This is an optimization exercise on Yosys and OpenROAD, whose aim is a short achievable clock period and few clock cycles per item, not a production implementation. The RTL was checked by simulation tests, not by an equivalence proof against the original design. Power figures rest on the tool's default switching activity, not on a simulated workload.

$ cat design/flow/constraint.sdc
create_clock -name core_clock -period 7.0 [get_ports {clk}]
set_input_delay 1.4000 -clock core_clock [delete_from_list [all_inputs] [get_ports {clk}]]
set_output_delay 1.4000 -clock core_clock [all_outputs]
set_load 0.01 [all_outputs]
$ cat design/flow/config.mk
export PLATFORM = sky130hd
export DESIGN_NAME = sf_rast
export DESIGN_NICKNAME = sf_rast
export VERILOG_FILES = /design/flow/design.v
export SDC_FILE = /design/flow/constraint.sdc
export NUM_CORES = 4
export LEC_CHECK = 0
export ABC_CLOCK_PERIOD_IN_PS = 2800
export CAP_MARGIN = 20
export CORE_MARGIN = 2
export CORE_UTILIZATION = 55
export PLACE_DENSITY = 0.66
export SETUP_SLACK_MARGIN = 4.0
export SLEW_MARGIN = 20
export TNS_END_PERCENT = 5
$ cat design/flow/design.v
module sf_rast (
    input  wire        clk,
    input  wire        rst,           
    input  wire        start,         
    input  wire [7:0]  bg_ctrl,       
    input  wire [9:0]  fb_w,          
    input  wire [8:0]  fb_h,          
    input  wire [9:0]  clip_min_x,
    input  wire [9:0]  clip_max_x,
    input  wire [8:0]  clip_min_y,
    input  wire [8:0]  clip_max_y,
    output reg         busy,
    output reg         done,          
    output reg  [7:0]  result,        
    output reg  [10:0] ram_addr,
    input  wire [7:0]  ram_rdata,
    output reg  [18:0] rom_addr,
    input  wire [7:0]  rom_rdata,
    output reg         fb_we,
    output reg  [8:0]  fb_x,
    output reg  [7:0]  fb_y,
    output reg  [7:0]  fb_data
);
    reg [7:0]  bg_q;
    reg [9:0]  fbw_q, cminx, cmaxx;
    reg [8:0]  fbh_q, cminy, cmaxy;
    reg [7:0]  ram_q, rom_q;
    always @(posedge clk) begin
        bg_q  <= bg_ctrl;
        fbw_q <= fb_w;
        fbh_q <= fb_h;
        cminx <= clip_min_x;
        cmaxx <= clip_max_x;
        cminy <= clip_min_y;
        cmaxy <= clip_max_y;
        ram_q <= ram_rdata;
        rom_q <= rom_rdata;
    end
    wire fb_bad   = (fbw_q == 10'd0) || (fbw_q > 10'd512) ||
                    (fbh_q == 9'd0)  || (fbh_q > 9'd256);
    wire clip_bad = !(cminx < cmaxx && cmaxx <= fbw_q &&
                      cminy < cmaxy && cmaxy <= fbh_q);
    localparam [1:0] T_IDLE = 2'd0, T_CHK = 2'd1, T_RUN = 2'd2;
    reg [1:0] tst;
    reg       init;             
    wire      run = (tst == T_RUN);
    reg [9:0] out_rem;          
    reg       out_last;         
    reg       out_nz, out_one, out_le2;    
    wire      fin_now = run && out_last && out_one;
    always @(posedge clk) begin
        result <= fb_bad ? 8'h02 : clip_bad ? 8'h03 : 8'h00;
    end
    always @(posedge clk) begin
        if (rst) begin
            tst  <= T_IDLE;
            busy <= 1'b0;
            done <= 1'b0;
            init <= 1'b0;
        end else begin
            init <= (tst == T_IDLE) && start;
            case (tst)
                T_IDLE: begin
                    busy <= start;
                    done <= 1'b0;
                    tst  <= start ? T_CHK : T_IDLE;
                end
                T_CHK: begin
                    busy <= !(fb_bad || clip_bad);
                    done <= fb_bad || clip_bad;
                    tst  <= (fb_bad || clip_bad) ? T_IDLE : T_RUN;
                end
                T_RUN: begin
                    busy <= !fin_now;
                    done <= fin_now;
                    tst  <= fin_now ? T_IDLE : T_RUN;
                end
                default: begin
                    busy <= 1'b0;
                    done <= 1'b0;
                    tst  <= T_IDLE;
                end
            endcase
        end
    end
    reg [9:0] width;            
    reg [7:0] last_line;        
    reg       w_is1, w_le2;     
    always @(posedge clk) begin
        w_is1 <= (width == 10'd1);
        w_le2 <= (width <= 10'd2);
        if (init) begin
            width     <= cmaxx - cminx;
            last_line <= cmaxy[7:0] - 8'd1;
        end
    end
    reg        l_on, l_spr;
    reg        r0_v, r0_spr, r1_v, r1_spr, r2_v, r2_spr;
    reg [4:0]  bg_cnt;
    reg        bg_ready;
    reg [7:0]  a_h;
    reg [8:0]  posp [0:15];     
    reg        yb;              
    reg [7:0]  y_h;
    reg        ne_v;
    reg [9:0]  ne;              
    reg [8:0]  ring_cnt;
    wire       ring_full = ring_cnt[8];
    reg [7:0]  hq_k_c;          
    reg        hf_on;           
    reg        hq_ok;           
    reg [1:0]  hf_ph;           
    wire       hf_pop;
    wire [17:0] hq_head;
    reg  [10:0] l_addr;
    wire        hf_use = hf_pop || (hf_on && hf_ph != 2'd3);
    wire        l_iss  = l_on && hq_ok && !hf_use;
    wire        sc_iss;          
    always @(posedge clk) begin
        if (init) begin
            l_on     <= 1'b1;
            l_spr    <= 1'b0;
            l_addr   <= 11'h4E0;
            ram_addr <= 11'h4E0;
        end else begin
            if (hf_pop)
                ram_addr <= {1'b0, hq_head[17:10], 2'b01};
            else if (l_iss)
                ram_addr <= l_addr;
            else if (sc_iss)
                ram_addr <= {1'b0, scan_k, 2'b00};
            else
                ram_addr <= ram_addr + 11'd1;            
            if (l_iss) begin
                if (!l_spr) begin
                    l_addr <= l_addr + 11'd1;
                    if (l_addr[4:0] == 5'h1F) begin
                        l_addr <= 11'h000;
                        l_spr  <= 1'b1;
                    end
                end else begin
                    l_addr <= l_addr + 11'd2;           
                    if (l_addr[9:0] == 10'h3FE)
                        l_on <= 1'b0;
                end
            end
        end
    end
    always @(posedge clk) begin
        r0_v   <= l_iss && !init;            
        r0_spr <= l_spr;
        r1_v   <= r0_v && !init;
        r1_spr <= r0_spr;
        r2_v   <= r1_v && !init;
        r2_spr <= r1_spr;
    end
    wire bg_slot = r2_v && !r2_spr && bg_cnt[0];    
    always @(posedge clk) begin
        if (init) begin
            bg_cnt   <= 5'd0;
            bg_ready <= 1'b0;
        end else if (r2_v && !r2_spr) begin
            bg_cnt <= bg_cnt + 5'd1;
            if (!bg_cnt[0])
                a_h <= ram_q;
            else if (bg_cnt == 5'd31)
                bg_ready <= 1'b1;
        end
    end
    wire [1:0]  l_nsel = (ram_q[7] & ram_q[3]) ? 2'b11 : ram_q[3] ? 2'b01 : 2'b00;
    always @(posedge clk) begin
        ne_v <= 1'b0;
        if (init) begin
            yb <= 1'b0;
        end else if (r2_v && r2_spr) begin
            yb <= !yb;
            if (!yb) begin
                y_h <= ram_q;
            end else begin
                ne_v <= 1'b1;
                ne   <= {y_h, l_nsel};
            end
        end
    end
    reg  [2*256-1:0] ring;
    reg        scan_on;
    reg [7:0]  scan_k, scan_l;
    reg        sy0_v, sy1_v, sy2_v, sy0_eol, sy1_eol, sy2_eol;
    reg [7:0]  sy0_k, sy1_k, sy2_k, sy0_l, sy1_l, sy2_l;
    wire [1:0] head = ring[1:0];
    wire       ring_sh = ne_v || sy2_v;
    always @(posedge clk) begin
        if (ring_sh)
            ring <= {(ring_full ? head : ne[1:0]), ring[2*256-1:2]};
    end
    always @(posedge clk) begin
        if (init) begin
            ring_cnt <= 9'd0;
            scan_on  <= 1'b0;
        end else begin
            if (ne_v) begin
                ring_cnt <= ring_cnt + 9'd1;
                if (ring_cnt == 9'd255) begin
                    scan_on <= (cminy[7:0] != last_line);
                    scan_k  <= 8'd0;
                    scan_l  <= cminy[7:0] + 8'd1;
                end
            end
            if (sc_iss) begin
                scan_k <= scan_k + 8'd1;
                if (scan_k == 8'd255) begin
                    scan_l <= scan_l + 8'd1;
                    if (scan_l == last_line) scan_on <= 1'b0;
                end
            end
        end
    end
    always @(posedge clk) begin
        sy0_v   <= sc_iss && !init;
        sy0_eol <= scan_k == 8'd255;
        sy0_k   <= scan_k;
        sy0_l   <= scan_l;
        sy1_v   <= sy0_v && !init;
        sy1_eol <= sy0_eol;
        sy1_k   <= sy0_k;
        sy1_l   <= sy0_l;
        sy2_v   <= sy1_v && !init;
        sy2_eol <= sy1_eol;
        sy2_k   <= sy1_k;
        sy2_l   <= sy1_l;
    end
    reg        c0_v, c0_eol;
    reg [8:0]  c0_y;
    reg [1:0]  c0_n;
    reg [7:0]  c0_k, c0_l;
    wire [7:0] y_src = ring_full ? ram_q : ne[9:2];
    wire [1:0] n_src = ring_full ? head : ne[1:0];
    always @(posedge clk) begin
        c0_v   <= !init && (ring_full ? sy2_v : ne_v);
        c0_eol <= ring_full ? sy2_eol : (ring_cnt[7:0] == 8'd255);
        c0_k   <= ring_full ? sy2_k : ring_cnt[7:0];
        c0_l   <= ring_full ? sy2_l : cminy[7:0];
        c0_n   <= n_src;
        c0_y   <= bg_q[0] ? (9'd248 - {1'b0, y_src} - {4'b0, n_src, 3'b0}) : {1'b0, y_src};
    end
    reg        s1_v, s1_eol;
    reg [9:0]  s1_d;
    reg [1:0]  s1_n;
    reg [7:0]  s1_k;
    always @(posedge clk) begin
        s1_v   <= c0_v && !init;
        s1_eol <= c0_eol;
        s1_d   <= {2'b0, c0_l} - {c0_y[8], c0_y};
        s1_n   <= c0_n;
        s1_k   <= c0_k;
    end
    wire row_in = (s1_d[9:5] == 5'b00000 || s1_d[9:5] == 5'b11000) &&
                  ((s1_d[4:3] & ~s1_n) == 2'b00);
    wire hq_push = s1_v && (row_in || s1_eol);
    reg [17:0] hq [0:15];        
    reg [4:0]  hq_cnt;
    reg        hq_ne;
    assign hq_head = hq[0];
    assign sc_iss  = scan_on && !l_on && hq_ok && !hf_use;
    integer hi;
    always @(posedge clk) begin
        for (hi = 0; hi < 16; hi = hi + 1) begin
            if (hf_pop) begin
                if (hq_push && hi == hq_cnt - 5'd1)
                    hq[hi] <= {s1_k, row_in, s1_eol, 1'b0, s1_d[4:0], s1_n};
                else if (hi < 15)
                    hq[hi] <= hq[hi+1];
            end else if (hq_push && hi == hq_cnt) begin
                hq[hi] <= {s1_k, row_in, s1_eol, 1'b0, s1_d[4:0], s1_n};
            end
        end
    end
    always @(posedge clk) begin
        if (init) begin
            hq_cnt <= 5'd0;
            hq_ne  <= 1'b0;
            hq_ok  <= 1'b1;
        end else begin
            if (hq_push && !hf_pop) begin
                hq_cnt <= hq_cnt + 5'd1;
                hq_ne  <= 1'b1;
                hq_ok  <= (hq_cnt <= 5'd7);
            end else if (hf_pop && !hq_push) begin
                hq_cnt <= hq_cnt - 5'd1;
                hq_ne  <= (hq_cnt != 5'd1);
                hq_ok  <= (hq_cnt <= 5'd9);
            end
        end
    end
    reg        dq_ok;           
    reg        hf_hit, hf_eol;
    reg [4:0]  hf_r;
    reg [1:0]  hf_n;
    assign hf_pop = !init && run && hq_ne && dq_ok &&
                    (!hf_on || hf_ph == 2'd3);
    reg [1:0]  h0_ph, h1_ph, h2_ph;    
    reg        h0_hit, h1_hit, h2_hit, h0_eol, h1_eol, h2_eol;
    reg [4:0]  h0_r, h1_r, h2_r;
    reg [1:0]  h0_n, h1_n, h2_n;
    always @(posedge clk) begin
        h0_ph <= 2'd0;
        if (init) begin
            hf_on <= 1'b0;
        end else begin
            if (hf_pop) begin
                hf_hit <= hq_head[9];
                hf_eol <= hq_head[8];
                hf_r   <= hq_head[6:2];
                hf_n   <= hq_head[1:0];
                if (hq_head[9]) begin
                    hf_on <= 1'b1;
                    hf_ph <= 2'd1;
                    h0_ph <= 2'd1;
                end else begin
                    hf_on <= 1'b0;
                    h0_ph <= 2'd3;        
                end
                h0_hit <= hq_head[9];
                h0_eol <= hq_head[8];
                h0_r   <= hq_head[6:2];
                h0_n   <= hq_head[1:0];
            end else if (hf_on) begin
                hf_ph <= hf_ph + 2'd1;
                h0_ph <= hf_ph + 2'd1;
                if (hf_ph == 2'd3) hf_on <= 1'b0;
                if (hf_ph == 2'd3) h0_ph <= 2'd0;
            end
        end
    end
    always @(posedge clk) begin
        h1_ph  <= init ? 2'd0 : h0_ph;
        h1_hit <= h0_hit;
        h1_eol <= h0_eol;
        h1_r   <= h0_r;
        h1_n   <= h0_n;
        h2_ph  <= init ? 2'd0 : h1_ph;
        h2_hit <= h1_hit;
        h2_eol <= h1_eol;
        h2_r   <= h1_r;
        h2_n   <= h1_n;
    end
    reg [7:0]  x_h, lo_h;
    reg        d1_v, d1_hit, d1_eol, d1_fx;
    reg [9:0]  d1_x9;
    reg [1:0]  d1_n;
    reg [4:0]  d1_v5;
    reg [8:0]  d1_h;
    reg [3:0]  d1_low;
    wire [4:0] h2_mask = {h2_n, 3'b111};
    wire       h2_fy   = lo_h[2] ^ bg_q[0];
    always @(posedge clk) begin
        if (h2_ph == 2'd1) x_h  <= ram_q;
        if (h2_ph == 2'd2) lo_h <= ram_q;
        d1_v   <= !init && (h2_ph == 2'd3);
        d1_hit <= h2_hit;
        d1_eol <= h2_eol;
        d1_fx  <= lo_h[1] ^ bg_q[0];
        d1_x9  <= {1'b0, x_h, lo_h[0]};
        d1_n   <= h2_n;
        d1_v5  <= h2_fy ? (~h2_r & h2_mask) : h2_r;
        d1_h   <= {2'b0, ram_q[6:0]} + (ram_q[7] ? (bg_q[7] ? 9'h100 : 9'h080) : 9'h000);
        d1_low <= (h2_n == 2'b11) ? 4'd0 :
                  (h2_n == 2'b01) ? {lo_h[5], 1'b0, lo_h[4], 1'b0} : lo_h[7:4];
    end
    reg        d2_v, d2_hit, d2_eol, d2_fx;
    reg [9:0]  d2_sx;
    reg [1:0]  d2_n;
    reg [4:0]  d2_v5;
    reg [8:0]  d2_h;
    reg [3:0]  d2_low;
    always @(posedge clk) begin
        d2_v   <= d1_v && !init;
        d2_hit <= d1_hit;
        d2_eol <= d1_eol;
        d2_fx  <= d1_fx;
        d2_sx  <= bg_q[0] ? (10'd504 - d1_x9 - {5'b0, d1_n, 3'b0}) : d1_x9;
        d2_n   <= d1_n;
        d2_v5  <= d1_v5;
        d2_h   <= d1_h;
        d2_low <= d1_low;
    end
    reg        d3_v, d3_hit, d3_eol, d3_fx;
    reg [10:0] d3_a, d3_b;
    reg [1:0]  d3_n;
    reg [4:0]  d3_v5;
    reg [8:0]  d3_h;
    reg [3:0]  d3_low;
    always @(posedge clk) begin
        d3_v   <= d2_v && !init;
        d3_hit <= d2_hit;
        d3_eol <= d2_eol;
        d3_fx  <= d2_fx;
        d3_a   <= {1'b0, cminx} - {d2_sx[9], d2_sx};
        d3_b   <= {1'b0, cmaxx} - {d2_sx[9], d2_sx};
        d3_n   <= d2_n;
        d3_v5  <= d2_v5;
        d3_h   <= d2_h;
        d3_low <= d2_low;
    end
    reg        d4_v, d4_eol, d4_hit, d4_fx;
    reg [4:0]  d4_v5, d4_ps, d4_mask;
    reg [5:0]  d4_pe;
    reg [8:0]  d4_widx;
    reg [8:0]  d4_h;
    reg [3:0]  d4_low;
    wire [4:0] d3_mask  = {d3_n, 3'b111};
    wire [5:0] d3_n8    = {1'b0, d3_mask} + 6'd1;
    wire       a_neg    = d3_a[10];
    wire       a_lt     = a_neg || (d3_a[10:5] == 6'd0 && (d3_a[4:3] & ~d3_n) == 2'b00);
    wire       b_pos    = !d3_b[10] && (d3_b != 11'd0);
    wire       b_lt     = !d3_b[10] && d3_b[10:5] == 6'd0 && (d3_b[4:3] & ~d3_n) == 2'b00;
    wire [10:0] a_abs   = 11'd0 - d3_a;
    always @(posedge clk) begin
        d4_v    <= d3_v && !init;
        d4_eol  <= d3_eol;
        d4_hit  <= d3_hit && a_lt && b_pos;
        d4_fx   <= d3_fx;
        d4_v5   <= d3_v5;
        d4_ps   <= a_neg ? 5'd0 : d3_a[4:0];
        d4_pe   <= b_lt ? d3_b[5:0] : d3_n8;
        d4_mask <= d3_mask;
        d4_widx <= a_neg ? a_abs[8:0] : 9'd0;
        d4_h    <= d3_h;
        d4_low  <= d3_low;
    end
    wire [5:0]  d4_len = d4_pe - {1'b0, d4_ps};
    wire [4:0]  d4_u0  = d4_fx ? (~d4_ps & d4_mask) : d4_ps;
    wire [13:0] d4_ahi = {d4_h, d4_low[3:2] | d4_v5[4:3], d4_v5[2:0]};
    wire [4:0]  d4_alo = {d4_low[1:0] | d4_u0[4:3], d4_u0[2:0]};
    wire        push   = d4_v && (d4_hit || d4_eol);
    wire [36:0] push_d = {d4_hit, d4_eol, d4_ahi, d4_alo, d4_fx, d4_len, d4_widx};
    reg [36:0] fifo [0:15];      
    reg [4:0]  fifo_cnt;
    reg        fifo_ne;
    wire [36:0] fhead = fifo[0];
    wire        pop;
    integer fi;
    always @(posedge clk) begin
        for (fi = 0; fi < 16; fi = fi + 1) begin
            if (pop) begin
                if (push && fi == fifo_cnt - 5'd1)
                    fifo[fi] <= push_d;
                else if (fi < 15)
                    fifo[fi] <= fifo[fi+1];
            end else if (push && fi == fifo_cnt) begin
                fifo[fi] <= push_d;
            end
        end
    end
    always @(posedge clk) begin
        if (init) begin
            fifo_cnt <= 5'd0;
            fifo_ne  <= 1'b0;
            dq_ok    <= 1'b1;
        end else begin
            if (push && !pop) begin
                fifo_cnt <= fifo_cnt + 5'd1;
                fifo_ne  <= 1'b1;
                dq_ok    <= (fifo_cnt <= 5'd7);
            end else if (pop && !push) begin
                fifo_cnt <= fifo_cnt - 5'd1;
                fifo_ne  <= (fifo_cnt != 5'd1);
                dq_ok    <= (fifo_cnt <= 5'd9);
            end
        end
    end
    localparam [2:0] F_WAIT = 3'd0, F_STAR = 3'd1, F_SPR = 3'd2, F_TOK = 3'd3, F_END = 3'd4;
    reg [2:0]  fst;
    reg [7:0]  lf, lfm1;         
    reg [4:0]  sidx;             
    reg [13:0] cur_hi;
    reg [4:0]  cur_lo;
    reg        cur_dir, cur_eol;
    reg [5:0]  cur_rem;
    reg [8:0]  cur_widx;
    reg        bsel;             
    reg [1:0]  full;             
    reg [7:0]  line_b0, line_b1;
    reg        last_b0, last_b1;
    reg        t0_pen, t0_sx, t0_spr, t0_tok;
    reg [8:0]  t0_f;
    reg        t1_pen, t1_sx, t1_spr, t1_tok;
    reg [8:0]  t1_f;
    reg        t2_pen, t2_sx, t2_spr, t2_tok;
    reg [8:0]  t2_f;
    wire in_spr   = (fst == F_SPR);
    wire cur_fin  = (cur_rem[5:1] == 5'd0);
    wire spr_iss  = in_spr && (cur_rem != 6'd0);
    wire line_end = in_spr && cur_fin && cur_eol;
    assign pop    = in_spr && cur_fin && !cur_eol && fifo_ne;
    wire tok_iss  = (fst == F_TOK);
    always @(posedge clk) begin
        t0_pen <= 1'b0;
        t0_sx  <= 1'b0;
        t0_spr <= 1'b0;
        t0_tok <= 1'b0;
        if (init) begin
            fst     <= F_WAIT;
            lf      <= cminy[7:0];
            lfm1    <= cminy[7:0] - 8'd1;
            sidx    <= 5'd0;
            cur_rem <= 6'd0;
            cur_eol <= 1'b0;
            bsel    <= 1'b0;
        end else begin
            case (fst)
                F_WAIT: if (bg_ready && !full[bsel]) fst <= F_STAR;
                F_STAR: begin
                    t0_pen   <= !sidx[0];
                    t0_sx    <= sidx[0];
                    t0_f     <= posp[0];
                    sidx     <= sidx + 5'd1;
                    if (sidx == 5'd31) fst <= F_SPR;
                end
                F_SPR: begin
                    if (spr_iss) begin
                        t0_spr   <= 1'b1;
                        t0_f     <= cur_widx;
                        cur_lo   <= cur_dir ? cur_lo - 5'd1 : cur_lo + 5'd1;
                        cur_widx <= cur_widx + 9'd1;
                        cur_rem  <= cur_rem - 6'd1;
                    end
                    if (pop) begin
                        {cur_hi, cur_lo, cur_dir} <= fhead[34:15];
                        cur_eol  <= fhead[35];
                        cur_rem  <= fhead[36] ? fhead[14:9] : 6'd0;
                        cur_widx <= fhead[8:0];
                    end
                    if (line_end) begin
                        cur_eol <= 1'b0;
                        fst     <= F_TOK;
                    end
                end
                F_TOK: begin
                    t0_tok   <= 1'b1;
                    if (bsel) begin
                        line_b1 <= lf;
                        last_b1 <= (lf == last_line);
                    end else begin
                        line_b0 <= lf;
                        last_b0 <= (lf == last_line);
                    end
                    bsel     <= !bsel;
                    lf       <= lf + 8'd1;
                    lfm1     <= lfm1 + 8'd1;
                    sidx     <= 5'd0;
                    fst      <= (lf == last_line) ? F_END : F_WAIT;
                end
                default: ;
            endcase
        end
    end
    always @(posedge clk) begin
        rom_addr <= (fst == F_STAR) ? {4'b1100, bg_q[2:1], lfm1, sidx} : {cur_hi, cur_lo};
    end
    integer pi;
    wire star_rot = (fst == F_STAR) && sidx[0] && !init;
    always @(posedge clk) begin
        if (bg_slot && !init) begin
            for (pi = 0; pi < 15; pi = pi + 1) posp[pi] <= posp[pi+1];
            posp[15] <= {ram_q, a_h[7]} + 9'h05B;
        end else if (star_rot) begin
            for (pi = 0; pi < 15; pi = pi + 1) posp[pi] <= posp[pi+1];
            posp[15] <= posp[0];
        end
    end
    always @(posedge clk) begin
        t1_pen <= t0_pen && !init;
        t1_sx  <= t0_sx  && !init;
        t1_spr <= t0_spr && !init;
        t1_tok <= t0_tok && !init;
        t1_f   <= t0_f;
        t2_pen <= t1_pen && !init;
        t2_sx  <= t1_sx  && !init;
        t2_spr <= t1_spr && !init;
        t2_tok <= t1_tok && !init;
        t2_f   <= t1_f;
    end
    reg [7:0]  pen_h;
    reg        p1_star, p1_ok, p1_tok;
    reg [8:0]  p1_val;
    reg [7:0]  p1_data;
    reg        p2_we, p2_tok;
    reg [8:0]  p2_idx;
    reg [7:0]  p2_data;
    reg        p3_tok, p3_tb, b2;
    reg [7:0]  p3_hi0, p3_hi1;
    reg [7:0]  p3_mid [0:7];     
    reg [7:0]  p3_lo  [0:7];
    reg [7:0]  p3_d   [0:7];
    wire star_show = !(bg_q[3] && bg_q[5:4] == pen_h[1:0]);
    integer qi;
    always @(posedge clk) begin
        if (t2_pen) pen_h <= rom_q;
        if (init) b2 <= 1'b0;
        else if (p2_tok) b2 <= !b2;
        p1_star <= t2_sx;
        p1_tok  <= t2_tok && !init;
        p1_ok   <= !init && (t2_sx ? star_show : (t2_spr && rom_q != 8'hFF));
        p1_val  <= t2_sx ? ({rom_q, 1'b0} + t2_f) : t2_f;
        p1_data <= t2_sx ? pen_h : rom_q;
        p2_we   <= !init && p1_ok && (!p1_star ||
                   ({1'b0, p1_val} >= cminx && {1'b0, p1_val} < cmaxx));
        p2_tok  <= p1_tok && !init;
        p2_idx  <= p1_star ? (p1_val - cminx[8:0]) : p1_val;
        p2_data <= p1_data;
        p3_tok  <= p2_tok && !init;
        p3_tb   <= b2;
        p3_hi0  <= (p2_we && !init && !b2) ? (8'd1 << p2_idx[8:6]) : 8'd0;
        p3_hi1  <= (p2_we && !init &&  b2) ? (8'd1 << p2_idx[8:6]) : 8'd0;
        for (qi = 0; qi < 8; qi = qi + 1) begin
            if ({b2, p2_idx[8:7]} == qi[2:0]) begin
                p3_mid[qi] <= 8'd1 << p2_idx[5:3];
                p3_lo[qi]  <= 8'd1 << p2_idx[2:0];
                p3_d[qi]   <= p2_data;
            end else begin
                p3_mid[qi] <= 8'd0;
                p3_lo[qi]  <= 8'd0;
                p3_d[qi]   <= 8'd0;
            end
        end
    end
    reg [4095:0] rb0, rb1;
    reg [1:0]    sh;             
    reg [7:0]    shg0, shg1;     
    reg [7:0]    grp_act;        
    reg [1:0]    ready;          
    reg          obuf;           
    reg          cur_ob;         
    reg [1:0]    xfer_b;         
    wire [4095:0] rb0_nx = {8'hFF, rb0[4095:8]};
    wire [4095:0] rb1_nx = {8'hFF, rb1[4095:8]};
    genvar gi;
    generate
        for (gi = 0; gi < 512; gi = gi + 1) begin : g_row
            always @(posedge clk) begin
                if (init)
                    rb0[gi*8 +: 8] <= 8'hFF;
                else if (shg0[gi/64])
                    rb0[gi*8 +: 8] <= rb0_nx[gi*8 +: 8];
                else if (p3_hi0[gi/64] && p3_mid[gi/128][(gi/8)%8] && p3_lo[gi/128][gi%8])
                    rb0[gi*8 +: 8] <= p3_d[gi/128];
                if (init)
                    rb1[gi*8 +: 8] <= 8'hFF;
                else if (shg1[gi/64])
                    rb1[gi*8 +: 8] <= rb1_nx[gi*8 +: 8];
                else if (p3_hi1[gi/64] && p3_mid[4 + gi/128][(gi/8)%8] && p3_lo[4 + gi/128][gi%8])
                    rb1[gi*8 +: 8] <= p3_d[4 + gi/128];
            end
        end
    endgenerate
    wire [1:0] ready_nx = (ready & ~xfer_b) | {p3_tok & p3_tb, p3_tok & !p3_tb};
    wire       xfer     = xfer_b[0] | xfer_b[1];
    wire       out_free = !out_nz || out_le2;    
    wire       out_end  = out_nz && out_one;     
    wire [1:0] sh_nx    = (sh & ~{out_end & cur_ob, out_end & !cur_ob}) | xfer_b;
    integer gk;
    always @(posedge clk) begin
        for (gk = 0; gk < 8; gk = gk + 1)
            grp_act[gk] <= ({22'd0, width} > gk * 64);
    end
    reg [8:0]  ox;
    reg [7:0]  oy;
    always @(posedge clk) begin
        if (init) begin
            ready  <= 2'b00;
            full   <= 2'b00;
            obuf   <= 1'b0;
            cur_ob <= 1'b0;
            xfer_b <= 2'b00;
            sh     <= 2'b00;
            shg0   <= 8'd0;
            shg1   <= 8'd0;
        end else begin
            shg0   <= sh_nx[0] ? grp_act : 8'd0;
            shg1   <= sh_nx[1] ? grp_act : 8'd0;
            ready  <= ready_nx;
            full   <= (full & ~{out_end & cur_ob, out_end & !cur_ob}) |
                      {tok_iss & bsel, tok_iss & !bsel};
            sh     <= sh_nx;
            if (xfer) begin
                obuf   <= !obuf;
                cur_ob <= obuf;
            end
            xfer_b[0] <= !xfer && out_free && !obuf && ready_nx[0];
            xfer_b[1] <= !xfer && out_free &&  obuf && ready_nx[1];
        end
    end
    always @(posedge clk) begin
        if (init) begin
            out_rem  <= 10'd0;
            out_last <= 1'b0;
            out_nz   <= 1'b0;
            out_one  <= 1'b0;
            out_le2  <= 1'b1;
        end else if (xfer) begin
            out_rem  <= width;
            out_nz   <= 1'b1;
            out_one  <= w_is1;
            out_le2  <= w_le2;
            out_last <= obuf ? last_b1 : last_b0;
            ox       <= cminx[8:0];
            oy       <= obuf ? line_b1 : line_b0;
        end else if (out_nz) begin
            out_rem <= out_rem - 10'd1;
            ox      <= ox + 9'd1;
            out_nz  <= !out_one;
            out_one <= (out_rem == 10'd2);
            out_le2 <= (out_rem <= 10'd3);
        end
    end
    always @(posedge clk) begin
        if (rst)
            fb_we <= 1'b0;
        else
            fb_we <= run && out_nz;
        fb_x    <= ox;
        fb_y    <= oy;
        fb_data <= cur_ob ? rb1[7:0] : rb0[7:0];
    end
endmodule
$ cat design/flow/run.sh
#!/bin/bash
# synth_recipe.tcl (not shown) runs the flow's synth.tcl, then flattens the netlist and writes it again
# the make line also repeats each setting of config.mk as NAME=value (left out here)
make -C /OpenROAD-flow-scripts/flow DESIGN_CONFIG=/design/flow/config.mk WORK_HOME=/design/flow/orfs CLKGATE_MAP_FILE= SYNTH_SCRIPT=/design/flow/synth_recipe.tcl finish
==> reports/results.ini, run 1 <==
[sta]
setup_ws_ns = 3.76
timing.slew.headroom_pct = 15.8
finalHoldViolations = 0
tightest_slew_ns = 1.26
final.period_utilization_pct = 46.3
max_freq_ghz = 0.309
setup_violations = 0
rsz0062_at_grt = yes
fin_crit_ns = 3.24
finClkSkew_ns = 0.0495
drv_slew = 0
fin_setup_tns_ns = 0
whs_ns = 0.309

[critical_path]
cp_top_family = buffers and inverters
crit_buf_inv = 4
end_kind = flop
slowest_delay_ns = 0.44
worstSetupPathType = reg2reg
crit_chain = inv_12, buf_12, buf_4, buf_16, o21ai_0
crit_slowest_cell = buf_4
crit_arrival_ns = 4.28
crit_required_ns = 8.04
worstSetupStartpointType = flop
path_max_fanout = 281

[synth]
synth_top_area_share_pct = 41.8
ys_warn_count = 7
yosysUniqueCellTypes = 96
synthCells = 44621
synth_top_area_cell = dfxtp_1
synth_edf_count = 1696
ys.flop_type = dfxtp_1
synthTopCellsByArea = dfxtp_1, edfxtp_1, a211oi_1, o21ai_0, mux2_2
synth.avg_cell_area_um2 = 9.68
synth-async-reset-ratio_pct = 0
ys_ff_latch = 10715
synthesis.area_um2 = 432000
ys_seq_area_share_pct = 53.6

[global_route]
grt_pass1_vias = 311036
grt_use_total_pct = 25.8
grt_max_degree = 321
grt_pass1_wl_um = 1710000
antenna_found_initial = 54
grt_overflow = 0

[power_and_ir_drop]
ir_drop_uv = 341
p_leak_nw = 173
power_mw = 186
power_density_nw_per_um2 = 391

[detailed_routing]
wirelength_um = 1070000
via_per_inst = 5.98
drt_iter0_markers = 27007
dr.pass1.iters = 6
wl_per_cell_um = 19.8
num_vias = 323973
drc = 0
postRouteAntennaNets = 0

[die]
rows = 325
start_util_pct = 55.2
die_x_um = 890
design.die.area_um2 = 792000
ioPinCount = 150
die_h_um = 890
coreArea_um2 = 783000

[clocking]
clock_latency_ns = 1.24
cts_tree = yes
root_buffer = clkbuf_16
cts.sinks = 10715
clockBufferDepth = 5
htreeDepth = 7
cts_buffers = 1175
cts.clk_slew.worst_paths_ns = 0.06

[layout]
area_growth_pct = 10.1
stdcell_area_um2 = 476000
layout_common_cells = dfxtp_1, nor2_1, o21ai_0
fill_cells = 65011
num-nets-final = 43077
drive_gt1_share_pct = 11.4
final_common_cell = dfxtp_1
fin_util_pct = 60.8
instances_no_fill = 54180

[placement]
post-place-ws_ns = 2.78
place_inst = 52063
placed_cell_area_um2 = 437000
gp_congestion = 0.827
numPortBuffers = 142
hpwl_um = 606000

[worst_hold_path]
hold_path.class = reg2reg

[run_status]
status = finished clean

[job]
maxCapViolations = 0

## worst paths after layout
check | from | end | slack, ns | depth (start not counted)
setup / recovery | init | rb1[2321] | 3.76 | 5
hold / removal | sy1_k[7] | sy2_k[7] | 0.31 | 0
setup reg to reg | init | rb1[2321] | 3.76 | 5
hold reg to reg | sy1_k[7] | sy2_k[7] | 0.31 | 0
## layer usage
layer | wire (um) | track usage (%) | share of wire (%)
met5 | 103 | 0 | 0.0096
met4 | 30000 | 8.61 | 2.8
met3 | 55600 | 3.92 | 5.2
met2 | 495000 | 41.7 | 46
met1 | 493000 | 35.7 | 46
## power breakdown
part | total [mW] | internal, mW | switching, mW
registers | 86.2 | 77.3 | 8.94
logic | 39.5 | 14.4 | 25.2
clock network | 60.1 | 35.8 | 24.4
## Yosys cell counts (all sizes together) (222+ instances only)
cell,number
clkbuf,2671
buf,925
and2,222
a21o,781
o21ai,6373
mux2,2448
a21oi,1026
a211oi,6155
dfxtp,9019
edfxtp,1696
nand2,3470
nor2,6618
mux2i,2072
## flip-flops by register name (all words and copies together) (netlist names), 14 cells and up
register	cells
rb0	4096
rb1	4096
fifo	592
ring	512
hq	272
posp	144
p3_d	64
p3_lo	64
p3_mid	64
rom_addr	19
cur_hi	14
## cell families (layout without fill, tap and decap cells)
group                    Yosys count  count (layout)  share of synthesized area (%)
flip-flops                     10715           10715                           53.6
AO/OA/AOI/OAI                  14449           14465                           20.9
multiplexers                    4520            4520                           11.3
other                              1              88                       0.000868
AND/OR/NAND/NOR                10786           10787                           9.79
XOR/XNOR                         195             195                          0.401
buffers and inverters           3785            2776                           3.50
adder cells (fa/ha/maj)          170             170                          0.506
## repair_timing
action / in CTS / in global routing
setup endpoints to repair: 4314 / 4453
pin swaps: 10 / 10
gates cloned: 9 / 14
resized for setup: 391 / 59
hold buffers: 0 / 0
buffers inserted: 14 / 7
## area by class of cell
class                      count  area [um2]  share of cell area [%]
timing repair buffer         598        6020                    1.27
multi-input combinational  30143      187000                    39.2
clock buffer                1692       34300                    7.22
clock inverter               296        2870                   0.603
sequential                 10715      232000                    48.7
antenna                       82         205                  0.0431
tap                        10464       13100                    2.75
inverter                     189         734                   0.154
timing repair inverter         1        5.00                 0.00105
Testbench counts, summed over its fixed seeds: cycles 2,301,118, frames 18.
==> run 2, diff against run 1 <==
--- a/design/flow/design.v
+++ b/design/flow/design.v
@@ -590,10 +590,7 @@
     reg [7:0]  p2_data;
     reg        p3_tok, p3_tb, b2;
-    reg [7:0]  p3_hi0, p3_hi1;
-    reg [7:0]  p3_mid [0:7];     
-    reg [7:0]  p3_lo  [0:7];
-    reg [7:0]  p3_d   [0:7];
+    reg [7:0]  p3_hi0, p3_hi1, p3_mid0, p3_mid1, p3_lo0, p3_lo1;
+    reg [7:0]  p3_d00, p3_d01, p3_d10, p3_d11;    
     wire star_show = !(bg_q[3] && bg_q[5:4] == pen_h[1:0]);
-    integer qi;
     always @(posedge clk) begin
         if (t2_pen) pen_h <= rom_q;
@@ -614,15 +611,12 @@
         p3_hi0  <= (p2_we && !init && !b2) ? (8'd1 << p2_idx[8:6]) : 8'd0;
         p3_hi1  <= (p2_we && !init &&  b2) ? (8'd1 << p2_idx[8:6]) : 8'd0;
-        for (qi = 0; qi < 8; qi = qi + 1) begin
-            if ({b2, p2_idx[8:7]} == qi[2:0]) begin
-                p3_mid[qi] <= 8'd1 << p2_idx[5:3];
-                p3_lo[qi]  <= 8'd1 << p2_idx[2:0];
-                p3_d[qi]   <= p2_data;
-            end else begin
-                p3_mid[qi] <= 8'd0;
-                p3_lo[qi]  <= 8'd0;
-                p3_d[qi]   <= 8'd0;
-            end
-        end
+        p3_mid0 <= b2 ? 8'd0 : (8'd1 << p2_idx[5:3]);
+        p3_mid1 <= b2 ? (8'd1 << p2_idx[5:3]) : 8'd0;
+        p3_lo0  <= b2 ? 8'd0 : (8'd1 << p2_idx[2:0]);
+        p3_lo1  <= b2 ? (8'd1 << p2_idx[2:0]) : 8'd0;
+        p3_d00  <= (!b2 && !p2_idx[8]) ? p2_data : 8'd0;
+        p3_d01  <= (!b2 &&  p2_idx[8]) ? p2_data : 8'd0;
+        p3_d10  <= ( b2 && !p2_idx[8]) ? p2_data : 8'd0;
+        p3_d11  <= ( b2 &&  p2_idx[8]) ? p2_data : 8'd0;
     end
     reg [4095:0] rb0, rb1;
@@ -644,12 +638,12 @@
                 else if (shg0[gi/64])
                     rb0[gi*8 +: 8] <= rb0_nx[gi*8 +: 8];
-                else if (p3_hi0[gi/64] && p3_mid[gi/128][(gi/8)%8] && p3_lo[gi/128][gi%8])
-                    rb0[gi*8 +: 8] <= p3_d[gi/128];
+                else if (p3_hi0[gi/64] && p3_mid0[(gi/8)%8] && p3_lo0[gi%8])
+                    rb0[gi*8 +: 8] <= (gi < 256) ? p3_d00 : p3_d01;
                 if (init)
                     rb1[gi*8 +: 8] <= 8'hFF;
                 else if (shg1[gi/64])
                     rb1[gi*8 +: 8] <= rb1_nx[gi*8 +: 8];
-                else if (p3_hi1[gi/64] && p3_mid[4 + gi/128][(gi/8)%8] && p3_lo[4 + gi/128][gi%8])
-                    rb1[gi*8 +: 8] <= p3_d[4 + gi/128];
+                else if (p3_hi1[gi/64] && p3_mid1[(gi/8)%8] && p3_lo1[gi%8])
+                    rb1[gi*8 +: 8] <= (gi < 256) ? p3_d10 : p3_d11;
             end
         end
--- a/design/flow/config.mk
+++ b/design/flow/config.mk
@@ -9,6 +9,6 @@
 export CAP_MARGIN = 20
 export CORE_MARGIN = 2
-export CORE_UTILIZATION = 55
-export PLACE_DENSITY = 0.66
+export CORE_UTILIZATION = 50
+export PLACE_DENSITY = 0.62
 export SETUP_SLACK_MARGIN = 4.0
 export SLEW_MARGIN = 20
==> reports/results.ini, run 2 <==
[synth]
ys_ff_latch = 10587  ; -1.2%
synth-async-reset-ratio_pct = 0  ; unchanged
synthTopCellsByCount = dfxtp_1, nand2_1, mux2_2
synth_edf_count = 1696  ; unchanged
synthTopCellsByArea = dfxtp_1, mux2_2, edfxtp_1, mux2i_1, a211oi_1
ys_seq_area_share_pct = 51.8  ; -1.8 points
yosysUniqueCellTypes = 78  ; -19%
ys.flop_type = dfxtp_1
synth.avg_cell_area_um2 = 10.2  ; +5.3%
synth_top_area_share_pct = 40.3  ; -1.5 points
synthesis.area_um2 = 442000  ; +2.3%
synth_top_area_cell = dfxtp_1
ys_warn_count = 4  ; -3
synth_most_common_cell = dfxtp_1
synthCells = 43335  ; -2.9%

[global_route]
grt_pass1_vias = 304476  ; -2.1%
grt_pass1_wl_um = 1690000  ; -1.4%
grt_overflow = 0  ; unchanged
grt_max_degree = 293  ; -8.7%
grt_use_total_pct = 22.8  ; -3.0 points
antenna_found_initial = 45  ; -17%

[layout]
stdcell_area_um2 = 488000  ; +2.6%
layout_common_cells = dfxtp_1, nand2_1, mux2_2
area_growth_pct = 10.5
instances_no_fill = 54329  ; +0.28%
final_common_cell = dfxtp_1
fin_util_pct = 55.4  ; -5.4 points
num-nets-final = 41914  ; -2.7%
reg_top3 = rb0 x4096, rb1 x4096, fifo x592
drive_gt1_share_pct = 16.6  ; +5.2 points

[critical_path]
reg2reg_from = cminx[1]
crit_buf_inv = 1  ; -3
crit_slowest_cell = dfxtp_2
path_max_fanout = 4  ; -99%
r2r-end = d3_a[10]
worstSetupPathType = reg2out
slowest_delay_ns = 0.37  ; -0.07 ns
crit_required_ns = 5.60  ; -2.44 ns
r2r_slack_ns = 3.82  ; +0.06 ns
worstSetupStartpointType = flop
crit_chain = buf_2
worst_r2r_path_depth = 8  ; +3
cp_top_family = flip-flops
end_kind = primary output
crit_arrival_ns = 1.80  ; -2.48 ns

[placement]
gp_congestion = 0.819  ; -0.91%
place_inst = 52227  ; +0.32%
post-place-ws_ns = 2.97  ; +0.194 ns
placed_cell_area_um2 = 450000  ; +2.9%
hpwl_um = 596000  ; -1.7%
numPortBuffers = 142  ; unchanged

[detailed_routing]
postRouteAntennaNets = 0  ; unchanged
wirelength_um = 1060000  ; -1.5%
via_per_inst = 5.73  ; -4.2%
drt_iter0_markers = 23337  ; -14%
num_vias = 311329  ; -3.9%
dr.pass1.iters = 6  ; unchanged
wl_per_cell_um = 19.5  ; -1.8%
drc = 0  ; unchanged

[clocking]
cts_buffers = 1184  ; +0.77%
postCtsHoldBufs = 0  ; unchanged
cts_tree = yes
cts.sinks = 10587  ; -1.2%
clockBufferDepth = 5  ; unchanged
htreeDepth = 7  ; unchanged
root_buffer = clkbuf_16
cts.clk_slew.worst_paths_ns = 0.06  ; about the same
clock_latency_ns = 1.27  ; +0.03 ns

[die]
ioPinCount = 150  ; unchanged
start_util_pct = 50.1  ; -5.1 points
rows = 345  ; +6.2%
design.die.area_um2 = 891000  ; +12%
coreArea_um2 = 881000  ; +13%
die_h_um = 944  ; +6.0%
die_x_um = 944  ; +6.0%

[sta]
timing.slew.headroom_pct = 17.9  ; +2.1 points
final.period_utilization_pct = 45.8  ; -0.54 points
fin_setup_tns_ns = 0  ; unchanged
setup_violations = 0  ; unchanged
max_freq_ghz = 0.312  ; +1.2%
tightest_slew_ns = 1.23  ; -0.0321 ns
rsz0062_at_grt = yes
finalHoldViolations = 0  ; unchanged
whs_ns = 0.318  ; +0.00810 ns
finClkSkew_ns = 0.109  ; +0.0592 ns
fin_crit_ns = 3.20  ; -0.0378 ns
drv_slew = 0  ; unchanged
setup_ws_ns = 3.80  ; +0.0378 ns

[job]
maxCapViolations = 0  ; unchanged

[power_and_ir_drop]
ir_drop_uv = 325  ; -4.7%
power_density_nw_per_um2 = 258  ; -34%
power_mw = 126  ; -32%
p_leak_nw = 167  ; -3.7%

[worst_hold_path]
worstHoldStart = sy1_l[4]
whs_path_depth = 0  ; unchanged
hold_path.class = reg2reg
hold_end = sy2_l[4]

[run_status]
status = finished clean

run 2: what timing repair did:
item | in CTS | in global routing
gates resized for setup | 186 | 51
endpoints found under the setup margin | 6185 | 5920
gates cloned | 8 | 3
buffers inserted | 28 | 4
pin swaps | 17 | 4
run 2: layout make-up:
type,count,area [um2]
repair buffers,577,6230
fillers,76227,393000
clock inverters,281,2770
diodes,57,143
flip-flops and latches,10587,229000
clock buffers,1718,34300
multi-input cells,29134,200000
inverters,177,698
well taps,11798,14800
run 2: cells by family after synthesis:
logic type	Yosys count	share of synthesized area [%]
buffers and inverters	3622	3.10
xor gates and xnor gates	184	0.365
other	1	0.000849
adders and majority gates	169	0.492
DFF	10587	51.8
AOI/OAI and AO/OA	9951	14.1
and+or+nand+nor	10033	8.90
muxes	8788	21.3
run 2: worst max path at each step:
stage                start            to  slack (ns)  cells past startpoint
6_report       ram_addr[8]   ram_addr[8]        3.80                      1
5_1_grt            fb_x[3]       fb_x[3]        3.69                      1
4_1_cts        rom_addr[3]   rom_addr[3]        3.66                      1
3_5_place_dp    cur_rem[2]  fifo[15][31]        2.97                      9
3_3_place_gp    cur_rem[2]  fifo[15][26]        3.00                      9
2_1_floorplan         ne_v       ring[0]        2.37                      2
run 2: per-layer routing:
layer  track usage [%]  vias up  wire (um)
met4              6.87        6      27100
met3              3.41     1722      48700
met5                 0        -         36
met1              31.8   151363     497000
li1                  -   151900          -
met2              36.8     6338     484000
run 2: worst reg2reg max path: cells and delay by family, from the launching register on:
kind            cells  cell delay, ns
compound gates      4            1.49
simple gates        1            0.13
buf+inv             1            0.24
mux                 1            0.13
flops               1            0.50
fa+ha+maj           1            0.50
run 2: report_power, final:
group / internal [mW] / leakage (nW) / switching, mW
clock: 35.5 / 18.2 / 24.3
sequential: 62.7 / 86.1 / 0.683
combinational: 1.02 / 62.7 / 1.86
Testbench counts of run 2, summed over its fixed seeds: cycles 2,301,118, frames 18.

## separate check: timing with driven ports
In the flow no input, the clock included, has a driving cell. The finished layouts below were timed again as built, in two steps. Step 1, drivers: a clkbuf_16 drives clk and a buf_2 each remaining input, both assumed. Step 2 also shifts input and output timing later by t, the mid clock arrival at the registers, as if the neighbouring blocks saw the same clock. a / b / c = no drivers / after step 1 / after step 2; a / b = the first two.
| run | shift t [ns] | setup slack, ns | hold WS [ns] | worst setup path after step 2 |
|---|---|---|---|---|
| run 1 | 1.361 | 3.759 / 3.743 / 3.759 | 0.309 / 0.309 / 0.309 | register to register |
| run 2 | 1.359 | 3.797 / 3.655 / 3.823 | 0.318 / 0.318 / 0.318 | register to register |
After both steps setup and hold are still met in every run listed.
